From an optimization exercise on the open Yosys and OpenROAD flow, aimed at small area and a short achievable clock period; shortcuts taken in it are not production practice. Only simulation tests tie the RTL to the original design; equivalence was not proved. Power figures rest on the tool's default switching activity, not on a simulated workload.

==> design/flow/design.v <==
module bte_row_coder (
    input  wire         clk,
    input  wire         rst,           
    input  wire         in_valid,
    input  wire         in_first,      
    input  wire [127:0] in_row,        
    output reg          out_valid,
    output reg  [3:0]   out_hdr,
    output reg  [7:0]   out_min,
    output reg  [4:0]   out_len,       
    output reg  [127:0] out_payload    
);
    integer c, i, s, p;
    function [7:0] sub8;
        input [7:0] a;
        input [7:0] b;
        integer k;
        reg cy;
        begin
            cy = 1'b1;
            for (k = 0; k < 8; k = k + 1) begin
                sub8[k] = a[k] ^ ~b[k] ^ cy;
                cy = (a[k] & ~b[k]) | (a[k] & cy) | (~b[k] & cy);
            end
        end
    endfunction
    function [7:0] min16;
        input [127:0] v;
        integer k, j;
        reg [15:0] alive;
        reg        z;
        begin
            alive = 16'hFFFF;
            for (k = 7; k >= 0; k = k - 1) begin
                z = 1'b0;
                for (j = 0; j < 16; j = j + 1)
                    z = z | (alive[j] & ~v[8*j+k]);
                min16[k] = ~z;
                for (j = 0; j < 16; j = j + 1)
                    alive[j] = alive[j] & ~(v[8*j+k] & z);
            end
        end
    endfunction
    function [4:0] add5;
        input [4:0] a;
        input [4:0] b;
        integer k;
        reg cy;
        begin
            cy = 1'b0;
            for (k = 0; k < 5; k = k + 1) begin
                add5[k] = a[k] ^ b[k] ^ cy;
                cy = (a[k] & b[k]) | (a[k] & cy) | (b[k] & cy);
            end
        end
    endfunction
    reg         r1_valid;
    reg         r1_first;
    reg [127:0] r1_row;
    always @(posedge clk) begin
        r1_valid <= rst ? 1'b0 : in_valid;
        r1_first <= in_first;
        r1_row   <= in_row;
    end
    wire [7:0] prev_byte;
    wire [7:0] prev_delta;
    wire [7:0] pred_byte  = r1_first ? 8'd0 : prev_byte;
    wire [7:0] pred_delta = r1_first ? 8'd0 : prev_delta;
    reg [127:0] a_d;
    always @(*) begin
        for (c = 0; c < 16; c = c + 1)
            a_d[8*c +: 8] = sub8(r1_row[8*c +: 8], (c == 0) ? pred_byte : r1_row[8*(c-1) +: 8]);
    end
    wire [7:0] a_min_p = min16(r1_row);
    wire [7:0] a_min_d = min16(a_d);
    wire       a_deq0  = (a_d[7:0] == pred_delta);
    reg         r2_valid;
    reg [127:0] P;
    reg [127:0] D;
    reg [7:0]   min_p;
    reg [7:0]   min_d;
    reg         deq0;
    always @(posedge clk) begin
        r2_valid     <= rst ? 1'b0 : r1_valid;
        P[119:0]     <= r1_row[119:0];
        D[119:0]     <= a_d[119:0];
        min_p        <= a_min_p;
        min_d        <= a_min_d;
        deq0         <= a_deq0;
        if (r1_valid) begin
            P[127:120] <= r1_row[127:120];
            D[127:120] <= a_d[127:120];
        end
    end
    assign prev_byte  = P[127:120];
    assign prev_delta = D[127:120];
    reg [15:0] m_eq;      
    reg [15:0] m_deq;     
    always @(*) begin
        for (c = 0; c < 16; c = c + 1) begin
            m_eq[c] = ~|D[8*c +: 8];
            if (c == 0) m_deq[c] = deq0;
            else        m_deq[c] = ~|(D[8*c +: 8] ^ D[8*(c-1) +: 8]);
        end
    end
    function [35:0] count_tree;    
        input [15:0] m;
        reg [1:0] s1 [0:7];
        reg [2:0] s2 [0:3];
        reg [3:0] s3 [0:1];
        integer j;
        begin
            for (j = 0; j < 8; j = j + 1) s1[j] = {m[2*j] & m[2*j+1], m[2*j] ^ m[2*j+1]};
            for (j = 0; j < 4; j = j + 1) s2[j] = add5({3'd0, s1[2*j]}, {3'd0, s1[2*j+1]});
            for (j = 0; j < 2; j = j + 1) s3[j] = add5({2'd0, s2[2*j]}, {2'd0, s2[2*j+1]});
            for (j = 0; j < 8; j = j + 1) count_tree[2*j +: 2] = s1[j];
            for (j = 0; j < 4; j = j + 1) count_tree[16+3*j +: 3] = s2[j];
            for (j = 0; j < 2; j = j + 1) count_tree[28+4*j +: 4] = s3[j];
        end
    endfunction
    function [31:0] ones_below_pair;
        input [35:0] t;
        reg [3:0] b2 [0:3];
        integer j;
        begin
            b2[0] = 4'd0;
            b2[1] = {1'b0, t[18:16]};
            b2[2] = t[31:28];
            b2[3] = add5({1'b0, t[31:28]}, {2'd0, t[24:22]});
            for (j = 0; j < 4; j = j + 1) begin
                ones_below_pair[8*j +: 4]   = b2[j];
                ones_below_pair[8*j+4 +: 4] = add5({1'b0, b2[j]}, {3'd0, t[4*j +: 2]});
            end
        end
    endfunction
    wire [35:0] ct_eq  = count_tree(m_eq);
    wire [35:0] ct_deq = count_tree(m_deq);
    wire [4:0]  ones_eq  = add5({1'b0, ct_eq[31:28]},  {1'b0, ct_eq[35:32]});
    wire [4:0]  ones_deq = add5({1'b0, ct_deq[31:28]}, {1'b0, ct_deq[35:32]});
    wire [4:0]  n_p = 5'd16 - ones_eq;     
    wire [4:0]  n_d = 5'd16 - ones_deq;
    function [5:0] sub5;
        input [4:0] a;
        input [4:0] b;
        integer k;
        reg bw;
        begin
            bw = 1'b0;
            for (k = 0; k < 5; k = k + 1) begin
                sub5[k] = a[k] ^ b[k] ^ bw;
                bw = (~a[k] & b[k]) | (~a[k] & bw) | (b[k] & bw);
            end
            sub5[5] = bw;
        end
    endfunction
    function no_borrow3;
        input [2:0] a;
        input [3:0] h;
        input       bin;
        integer k;
        reg bw;
        begin
            bw = bin;
            for (k = 0; k < 3; k = k + 1)
                bw = (~a[k] & h[k]) | (~a[k] & bw) | (h[k] & bw);
            no_borrow3 = ~(h[3] | bw);
        end
    endfunction
    wire [3:0] mh1_p = {1'b0, min_p[7:5]} + 4'd1;
    wire [3:0] mh1_d = {1'b0, min_d[7:5]} + 4'd1;
    reg [79:0] uP, uD;        
    reg [5:0]  op, od;
    reg [5:0]  or_p, or_d;    
    always @(*) begin
        or_p = 6'd0; or_d = 6'd0;
        for (c = 0; c < 16; c = c + 1) begin
            op = sub5(P[8*c +: 5], min_p[4:0]);
            od = sub5(D[8*c +: 5], min_d[4:0]);
            uP[5*c +: 5] = op[4:0];
            uD[5*c +: 5] = od[4:0];
            or_p = or_p | {no_borrow3(P[8*c+5 +: 3], mh1_p, op[5]), op[4:0]};
            or_d = or_d | {no_borrow3(D[8*c+5 +: 3], mh1_d, od[5]), od[4:0]};
        end
    end
    function [2:0] width_of;
        input [5:0] o;
        begin
            if      (o[5])    width_of = 3'd6;
            else if (o[4])    width_of = 3'd5;
            else if (o[3])    width_of = 3'd4;
            else if (o[2])    width_of = 3'd3;
            else if (o[1])    width_of = 3'd2;
            else if (o[0])    width_of = 3'd1;
            else              width_of = 3'd0;
        end
    endfunction
    wire [2:0] b_p = width_of(or_p);
    wire [2:0] b_d = width_of(or_d);
    wire [4:0] lit_cost  = (b_p == 3'd6) ? 5'd16 : {1'b0, b_p, 1'b1};
    wire [4:0] del_cost  = (b_d == 3'd6) ? 5'd16 : {1'b0, b_d, 1'b1};
    wire [4:0] rle_cost  = n_p + 5'd2;
    wire [4:0] drle_cost = n_d + 5'd2;
    wire sel_lit = (lit_cost <= del_cost) && (lit_cost <= rle_cost) && (lit_cost <= drle_cost);
    wire sel_del = !sel_lit && (del_cost <= rle_cost) && (del_cost <= drle_cost);
    wire sel_rle = !sel_lit && !sel_del && (rle_cost <= drle_cost);
    wire raw     = sel_lit && (b_p == 3'd6);
    wire use_pk  = (sel_lit && !raw) || sel_del;
    wire       pk_d = (b_d < b_p);
    wire [2:0] pk_b = pk_d ? b_d : b_p;
    wire       pk_b1 = (pk_b == 3'd1), pk_b2 = (pk_b == 3'd2), pk_b3 = (pk_b == 3'd3),
               pk_b4 = (pk_b == 3'd4), pk_b5 = (pk_b == 3'd5);
    reg  [79:0] pk_u;      
    reg  [79:0] pack;
    always @(*) begin
        for (c = 0; c < 16; c = c + 1)
            pk_u[5*c +: 5] = pk_d ? uD[5*c +: 5] : uP[5*c +: 5];
        for (i = 0; i < 80; i = i + 1)
            pack[i] = (pk_b1 & (i < 16) & pk_u[(5*(i/1) + (i%1)) % 80])
                    | (pk_b2 & (i < 32) & pk_u[(5*(i/2) + (i%2)) % 80])
                    | (pk_b3 & (i < 48) & pk_u[(5*(i/3) + (i%3)) % 80])
                    | (pk_b4 & (i < 64) & pk_u[(5*(i/4) + (i%4)) % 80])
                    | (pk_b5 &            pk_u[5*(i/5) + (i%5)]);
    end
    wire         rl_d   = (n_d < n_p) && (n_d < 5'd14);
    wire         rl_raw = (n_p >= 5'd14) && (n_d >= 5'd14);
    wire [15:0]  rl_m   = rl_d ? m_deq : m_eq;
    wire [31:0]  rl_sh  = rl_d ? ones_below_pair(ct_deq) : ones_below_pair(ct_eq);
    reg [3:0]   sh   [0:17];
    reg [7:0]   val  [0:17];
    reg [3:0]   sh_n   [0:17];
    reg [7:0]   val_n  [0:17];
    reg mv;
    always @(*) begin
        for (p = 0; p < 18; p = p + 1) begin
            if (p < 2) begin
                val[p] = rl_m[8*p +: 8]; sh[p] = 4'd0;
            end else begin
                val[p]  = rl_d ? D[8*(p-2) +: 8] : P[8*(p-2) +: 8];
                sh[p]   = rl_raw ? 4'd2 : rl_sh[4*((p-2)/2) +: 4];
            end
        end
        for (p = 2; p < 18; p = p + 2)
            if (!rl_raw && rl_m[p-2])
                val[p] = val[p+1];
        for (s = 0; s < 4; s = s + 1) begin
            for (p = 0; p < 18; p = p + 1) begin
                mv = (p + (1 << s) < 18) ? sh[p + (1 << s)][s] : 1'b0;
                if (mv) begin
                    val_n[p] = val[p + (1 << s)]; sh_n[p] = sh[p + (1 << s)];
                end else begin
                    val_n[p] = val[p]; sh_n[p] = sh[p];
                end
            end
            for (p = 0; p < 18; p = p + 1) begin
                val[p] = val_n[p]; sh[p] = sh_n[p];
            end
        end
    end
    reg [127:0] payload;
    always @(*) begin
        for (p = 0; p < 16; p = p + 1)
            payload[8*p +: 8] = val[p];
        if (use_pk)
            payload[79:0] = pack;
    end
    reg [3:0] hdr;
    reg [7:0] mn;
    reg [4:0] len;
    always @(*) begin
        mn = pk_d ? min_d : min_p;
        if (sel_lit) begin
            if (raw) begin hdr = 4'd15; len = 5'd16; end
            else     begin hdr = {1'b0, b_p}; len = {1'b0, b_p, 1'b0}; end
        end else if (sel_del) begin
            hdr = {1'b1, b_d}; len = {1'b0, b_d, 1'b0};
        end else if (sel_rle) begin
            hdr = 4'd7; len = rle_cost;
        end else begin
            hdr = 4'd6; len = drle_cost;
        end
    end
    always @(posedge clk) begin
        out_valid   <= rst ? 1'b0 : r2_valid;
        out_hdr     <= hdr;
        out_min     <= mn;
        out_len     <= len;
        out_payload <= payload;
    end
endmodule
==> design/flow/flow/run.sh <==
#!/bin/bash
# Layout flow: the standard ORFS flow (standard.sh) with two changes:
#  - the port buffers are the platform's plain buffer (buf_1) instead of the
#    delay buffer buffer_ports picks by default; every port still gets one;
#  - the final technology mapping in synthesis (abc) runs flow/abc_map.script,
#    a delay-targeted mapping with area recovery, instead of ORFS's
#    abc_area.script.  Everything else in the standard flow's synthesis script is kept,
#    so the registers, their names and cells are those of the standard
#    synthesis.
set -euo pipefail
here=$(pwd)
{
  echo "proc abc {args} {"
  echo "  set i [lsearch -exact \$args -script]"
  echo "  if {\$i >= 0} { lset args [expr {\$i + 1}] $here/flow/abc_map.script }"
  echo "  yosys abc {*}\$args"
  echo "}"
  cat synth_recipe.tcl
} > synth_custom.tcl
bash standard.sh SYNTH_SCRIPT="$here/synth_custom.tcl" \
    BUFFER_PORTS_ARGS="-buffer_cell sky130_fd_sc_hd__buf_1" finish > standard_flow.log 2>&1
==> design/flow/flow/abc_map.script <==
strash
dch -f
map -D 5500
mfs2
strash
dch -f
map -D 5500
topo
stime -c
buffer -c
upsize -c -D 5500
dnsize -c -D 5500
==> design/flow/standard.sh <==
#!/bin/bash
# synth_recipe.tcl (not shown) runs the flow's synth.tcl, then flattens the netlist and writes it again
# the make line also repeats each setting of config.mk as NAME=value (left out here)
make -C /OpenROAD-flow-scripts/flow DESIGN_CONFIG=/design/flow/config.mk WORK_HOME=/design/flow/orfs CLKGATE_MAP_FILE= SYNTH_SCRIPT=/design/flow/synth_recipe.tcl "${@:-finish}"
==> design/flow/config.mk <==
export PLATFORM = sky130hd
export DESIGN_NAME = bte_row_coder
export DESIGN_NICKNAME = bte_row_coder
export VERILOG_FILES = /design/flow/design.v
export SDC_FILE = /design/flow/constraint.sdc
export NUM_CORES = 4
export LEC_CHECK = 0
export ABC_AREA = 1
export CAP_MARGIN = 20
export CORE_MARGIN = 2
export CORE_UTILIZATION = 50
export CTS_CLUSTER_DIAMETER = 80
export CTS_CLUSTER_SIZE = 20
export SLEW_MARGIN = 20
==> design/flow/constraint.sdc <==
create_clock -name core_clock -period 55.0 [get_ports {clk}]
set_input_delay 11.0000 -clock core_clock [delete_from_list [all_inputs] [get_ports {clk}]]
set_output_delay 11.0000 -clock core_clock [all_outputs]
set_load 0.01 [all_outputs]
==> impl_metrics.tcl, run 1 <==
set metrics [dict create \
    synthMuxAreaShare_pct 0.819 \
    synth_compound_area_share_pct 21.9 \
    seq_area_sq_um 11200 \
    route.met2.wl_microns 82300 \
    grt_pass1_wl_microns 274000 \
    finalHoldViolations 0 \
    worstSetupEndpointType "flop" \
    wl_met1_microns 70600 \
    post_cts_resized 0 \
    worst_path_largest_cell_delay_ns 1.12 \
    grt_pass1_vias 35900 \
    dp_hpwl_microns 167000 \
    antenna_found_initial 18 \
    clock-sinks 550 \
    slew_viol_final 0 \
    die_w_microns 275 \
    fill_cells 7089 \
    fin_ws_ns 42.60 \
    path_class "reg -> reg" \
    clk_path_buf_depth 3 \
    synth_adder_area_share_pct 18.7 \
    wl_met3_microns 28400 \
    setup_violations 0 \
    routedWlPerCell_microns 33.7 \
    drive_gt1_share_pct 4.41 \
    die_area_sq_um 75800 \
    cts_tree "yes" \
    arrival_ns 12.85 \
    cts_buffers 38 \
    root_buffer "clkbuf_16" \
    yosys.area.top_type "dfxtp_1" \
    yosys.cell_types.count 76 \
    clkTransAtPathRegs_ns 0.10 \
    htree_num_levels 2 \
    synth-edff-count 16 \
    preCtsSetupSlack_ns 43.54 \
    min_period_ns 12.40 \
    grtUsageTotal_pct 52.5 \
    rows 99 \
    maxSlewHeadroom_pct 16.8 \
    ys_ff_latch 550 \
    port_buffers 277 \
    drt-initial-drc-count 7171 \
    yosysSeqAreaShare_pct 30.3 \
    place.gp.congestion 1.14 \
    start_util_pct 50.5 \
    synthFlopType "dfxtp_1" \
    die_h_microns 275 \
    cp_slowest_cell "nor4_1" \
    post_cts_buffers 0 \
    min_path_cells 0 \
    clock_latency_ns 0.65 \
    synthTopCellsByArea "dfxtp_1 (29%), fa_1 (14%), nand2_1 (9.2%)" \
    overflow 0 \
    nNetsFinal 5556 \
    syn_inst 4813 \
    hp-class "reg -> reg" \
    clock.fmax_ghz 0.0806 \
    synthXorXnorAreaFrac_pct 2.02 \
    core-area_sq_um 73000 \
    status "finished clean" \
    dr.pass1.iters 10 \
    syn_area_sq_um 36800 \
    dp.cells 5944 \
    maxCapViolCount 0 \
    multi_input_area_sq_um 22200 \
    async_flop_share_pct 0 \
    vias_per_cell 6.56 \
    rsz0062_at_grt "no" \
    finalWirelength_microns 203000 \
    synth_nets 5338 \
    syn_to_final_growth_pct 9.27 \
    startpoint_type "flop" \
    power.density_nw_per_um2 61.4 \
    leakagePower_nw 18.3 \
    crit_fanout 75 \
    ir_drop_mv 0.0549 \
    grt_max_degree 85 \
    drc 0 \
    required_ns 55.45 \
    synth_top_area_share_pct 29.0 \
    layout.cells.non_filler 6018 \
    top_layer "met5" \
    fin_util_pct 55.1 \
    synth_warnings 13 \
    drtAntennaViolNets 0 \
    worstMarginPinSlew_ns 1.21 \
    syn_area_per_cell_sq_um 7.65 \
    ioPinCount 278 \
    yosysMostFrequentCell "nand2_1" \
    setup_tns_ns 0 \
    postCtsHoldBufs 0 \
    worstRegToRegCells 34 \
    vias 39500 \
    fin_worst_skew_ns 0.0530 \
    timing.final.crit_share_pct 22.5 \
    netlist_top_cells_count "nand2_1 (898), inv_1 (737), o21ai_0 (580), dfxtp_1 (534), a21oi_1 (312)" \
    synth_simple_gate_area_share_pct 16.5 \
    synth_top_family_by_area "compound AO/OA/AOI/OAI gates" \
]
[final timing paths]
check	startpoint	endpoint	slack [ns]
max	D[88]	out_payload[25]	42.60
min	r1_row[106]	P[106]	0.39
max reg2reg	D[88]	out_payload[25]	42.60
min reg2reg	r1_row[106]	P[106]	0.39
[stage by stage]
stage / total power (W) / cell area [sq um] / hold WS, ns
2_1_floorplan: 0.00137 / 36800 / 0.355
3_3_place_gp: 0.00205 / 38900 / 0.381
3_5_place_dp: 0.00205 / 38900 / 0.385
4_1_cts: 0.00234 / 40100 / 0.396
5_1_grt: 0.00251 / 40200 / 0.407
6_report: 0.00247 / 40200 / 0.385
[routing by layer]
metal	track usage, %	up-vias
met2	76.1	3602
met3	18.4	923
li1	-	16500
met1	63.1	18400
met5	0	-
met4	42.3	16
[critical path, delay by kind of cell (launching register included)]
family          cells  cell delay, ns
simple gates        9            3.22
buf+inv             8            2.07
flops               1            0.42
compound gates      8            3.22
xor+xnor            1            0.17
fa+ha+maj           8            3.05
[cells in the final DEF (no fill, tap or decap), types with 29 or more instances in the layout]
| master | instances |
|---|---|
| nand4_1 | 92 |
| dfxtp_1 | 534 |
| nor2_1 | 262 |
| buf_4 | 70 |
| o21ai_0 | 572 |
| o22ai_1 | 96 |
| o211ai_1 | 85 |
| xnor2_1 | 37 |
| nand3_1 | 59 |
| inv_1 | 734 |
| mux2i_1 | 29 |
| fa_1 | 256 |
| a22oi_1 | 75 |
| nor4_1 | 47 |
| nand2_1 | 896 |
| clkbuf_16 | 38 |
| buf_1 | 277 |
| a21oi_1 | 311 |
| ha_1 | 137 |
| xor2_1 | 47 |
| o221ai_1 | 31 |
[cell type report]
| cell class | instances | area share [%] |
|---|---|---|
| Sequential cell | 550 | 27.8 |
| Clock inverter | 12 | 0.476 |
| Antenna cell | 7 | 0.0435 |
| Inverter | 761 | 7.12 |
| Clock buffer | 49 | 2.49 |
| Timing Repair Buffer | 352 | 4.03 |
| Tap cell | 959 | 2.98 |
| Multi-Input combinational cell | 3328 | 55.1 |
[power by group]
| group | internal, W | switching [W] |
|---|---|---|
| clock | 0.000135 | 0.000160 |
| sequential | 0.000494 | 0.0000809 |
| combinational | 0.000422 | 0.00118 |
[flip-flops by register name (all words and copies together), names as in the netlist, 4 cells and up]
| signal | flops |
|---|---|
| min_p | 8 |
| out_min | 8 |
| out_len | 5 |
| P | 128 |
| D | 128 |
| out_payload | 128 |
| out_hdr | 4 |
| min_d | 8 |
| r1_row | 128 |
[logic make-up (layout without fill, tap and decap cells)]
logic type | after synthesis | in the layout
xor gates and xnor gates | 85 | 85
AOI/OAI and AO/OA | 1375 | 1375
and+or+nand+nor | 1441 | 1441
buffers and inverters | 935 | 1174
other | 0 | 7
adders and majority gates | 397 | 397
DFF | 550 | 550
muxes | 30 | 30
==> run 2, diff against run 1 <==
--- a/design/flow/config.mk
+++ b/design/flow/config.mk
@@ -8,7 +8,7 @@
 export ABC_AREA = 1
 export CAP_MARGIN = 20
 export CORE_MARGIN = 2
-export CORE_UTILIZATION = 50
+export CORE_UTILIZATION = 45
 export CTS_CLUSTER_DIAMETER = 80
 export CTS_CLUSTER_SIZE = 20
 export SLEW_MARGIN = 20
==> impl_metrics.tcl, run 2 <==
set metrics [dict create \
    nNetsFinal 5549 \
    path_class "reg -> reg" \
    p_switching_w 0.00142 \
    timing.final.crit_share_pct 22.7 \
    worstMarginPinSlew_ns 1.38 \
    ir_drop_mv 0.0371 \
    hp-class "reg -> reg" \
    die_w_microns 290 \
    p_int_w 0.00106 \
    wl_met1_microns 73800 \
    syn_area_per_cell_sq_um 7.65 \
    routedWlPerCell_microns 33.2 \
    root_buffer "clkbuf_16" \
    seqPwrFrac_pct 22.9 \
    seq_area_sq_um 11200 \
    cts_tree "yes" \
    fin_worst_skew_ns 0.0379 \
    rsz0062_at_grt "no" \
    clkTransAtPathRegs_ns 0.08 \
    crit_fanout 81 \
    most-common-layout-cells "nand2_1 (896), inv_1 (733), o21ai_0 (562)" \
    cp_slowest_cell "nor4_1" \
    grt_pass1_vias 36200 \
    layout.cells.non_filler 6128 \
    worst_path_largest_cell_delay_ns 1.15 \
    core-area_sq_um 80800 \
    top_layer "met5" \
    port_buffers 277 \
    yosys.area.top_type "dfxtp_1" \
    dp_hpwl_microns 168000 \
    die_area_sq_um 84100 \
    post_cts_resized 0 \
    place.gp.congestion 1.19 \
    grt_max_degree 136 \
    required_ns 55.45 \
    yosysSeqAreaShare_pct 30.3 \
    vias_per_cell 6.36 \
    route.met2.wl_microns 82900 \
    grt_pass1_wl_microns 279000 \
    fill_cells 8251 \
    netlist_top_cells_count "nand2_1 (898), inv_1 (737), o21ai_0 (580), dfxtp_1 (534), a21oi_1 (312)" \
    power.density_nw_per_um2 61.4 \
    finalHoldViolations 0 \
    finalWirelength_microns 204000 \
    maxCapViolCount 0 \
    synthFlopType "dfxtp_1" \
    dp.cells 6032 \
    worstSetupEndpointType "flop" \
    overflow 0 \
    leakagePower_nw 18.3 \
    fin_util_pct 50.1 \
    share_comb_of_total_power_pct 64.6 \
    synth_top_area_share_pct 29.0 \
    htree_num_levels 2 \
    grtUsageTotal_pct 47.4 \
    clock_latency_ns 0.65 \
    final_common_cell "nand2_1" \
    syn_to_final_growth_pct 9.84 \
    yosysMostFrequentCell "nand2_1" \
    clock.fmax_ghz 0.0799 \
    drive_gt1_share_pct 4.48 \
    post_cts_buffers 0 \
    maxSlewHeadroom_pct 7.29 \
    drc 0 \
    syn_inst 4813 \
    status "finished clean" \
    antenna_found_initial 20 \
    dr.pass1.iters 10 \
    async_flop_share_pct 0 \
    ioPinCount 278 \
    drt-initial-drc-count 6507 \
    synth_warnings 13 \
    yosys.cell_types.count 76 \
    switching_share_pct 57.3 \
    arrival_ns 12.96 \
    clk_path_buf_depth 3 \
    min_period_ns 12.51 \
    cts_buffers 38 \
    wl_met3_microns 26800 \
    fin_total_pwr_w 0.00248 \
    pwr-share-clk_pct 12.4 \
    ys_ff_latch 550 \
    synth_nets 5338 \
    die_h_microns 290 \
    synth-edff-count 16 \
    setup_tns_ns 0 \
    multi_input_area_sq_um 22200 \
    synthTopCellsByArea "dfxtp_1 (29%), fa_1 (14%), nand2_1 (9.2%)" \
    slew_viol_final 0 \
    startpoint_type "flop" \
    syn_area_sq_um 36800 \
    rows 104 \
    setup_violations 0 \
    postCtsHoldBufs 0 \
    drtAntennaViolNets 0 \
    start_util_pct 45.6 \
    clock-sinks 550 \
    vias 39000 \
]
run 2: final timing paths:
path,end,startpoint,cells past startpoint,slack [ns]
worst max-delay path,out_payload[41],D[100],31,42.49
worst min-delay path,P[113],r1_row[113],0,0.40
worst max register to register,out_payload[41],D[100],31,42.49
worst min register to register,P[113],r1_row[113],0,0.40
run 2: worst max-delay path, delay by kind of cell, from the launching register on:
kind,cells,cell delay [ns]
AOI/OAI and AO/OA,8,3.06
xor gates and xnor gates,1,0.29
adders and majority gates,8,3.15
buffers and inverters,7,2.50
DFF,1,0.43
and+or+nand+nor,7,2.82
run 2: final cells by class:
type / instances / share of cell area [%]
inverters: 761 / 7.09
clock buffers: 48 / 2.49
multi-input cells: 3328 / 54.9
repair buffers: 345 / 3.90
well taps: 1060 / 3.28
diodes: 19 / 0.118
flip-flops and latches: 550 / 27.6
clock inverters: 17 / 0.647
run 2: routing by layer:
layer / GRT usage [%] / vias up
met5: 0.284 / -
met4: 36.8 / 10
met3: 17.3 / 864
met2: 68.2 / 3337
met1: 57.3 / 18200
li1: - / 16500
run 2: kinds of logic after synthesis:
| logic type | count (synthesis) | share of synthesized area (%) |
|---|---|---|
| adder cells (fa/ha/maj) | 397 | 18.7 |
| XOR/XNOR | 85 | 2.02 |
| AO/OA/AOI/OAI | 1375 | 21.9 |
| buffers and inverters | 935 | 9.72 |
| AND/OR/NAND/NOR | 1441 | 16.5 |
| flip-flops | 550 | 30.3 |
| multiplexers | 30 | 0.819 |
run 2: stage by stage:
step	setup WS [ns]	cell area, sq um	hold slack, ns
6_report	42.49	40400	0.397
5_1_grt	42.42	40400	0.407
4_1_cts	42.77	40200	0.396
3_5_place_dp	43.41	39000	0.385
3_3_place_gp	43.32	38900	0.381
2_1_floorplan	43.67	36800	0.355
run 2: power groups by stage:
| stage | clock, W | sequential [W] | combinational (W) |
|---|---|---|---|
| final | 0.000309 | 0.000570 | 0.00161 |
| after global routing | 0.000324 | 0.000575 | 0.00163 |
| after CTS | 0.000309 | 0.000566 | 0.00147 |
| after detailed placement | 0 | 0.000575 | 0.00147 |
| after global placement | 0 | 0.000573 | 0.00148 |
| after floorplan | 0 | 0.000576 | 0.000792 |

[afterwards: timing with drivers on the ports]
The flow's constraints put no driver on any port. The routed layouts listed below were extracted and timed again, unchanged, in two steps. Step 1: set_driving_cell puts a clkbuf_16 on clk and a buf_2 on each other input, an assumption about the parent block. Step 2 moves the port delays by t, midway between the first and last clock arrival at a register: inputs arrive t later, outputs are due t later. That takes back most of the time a late clock gives input paths. Slacks: no drivers / after step 1 / after step 2; pairs: no drivers / after step 1.
run | t, ns | slack for setup (ns) | slew at the worst register clock pin (ns) | worst data-port slew with drivers (ns)
run 1 | 0.696 | 42.599 / 42.599 / 42.599 | 0.10 / 0.10 | 0.05
run 2 | 0.706 | 42.491 / 42.491 / 42.491 | 0.09 / 0.09 | 0.04
After both steps setup and hold are still met in every run listed.
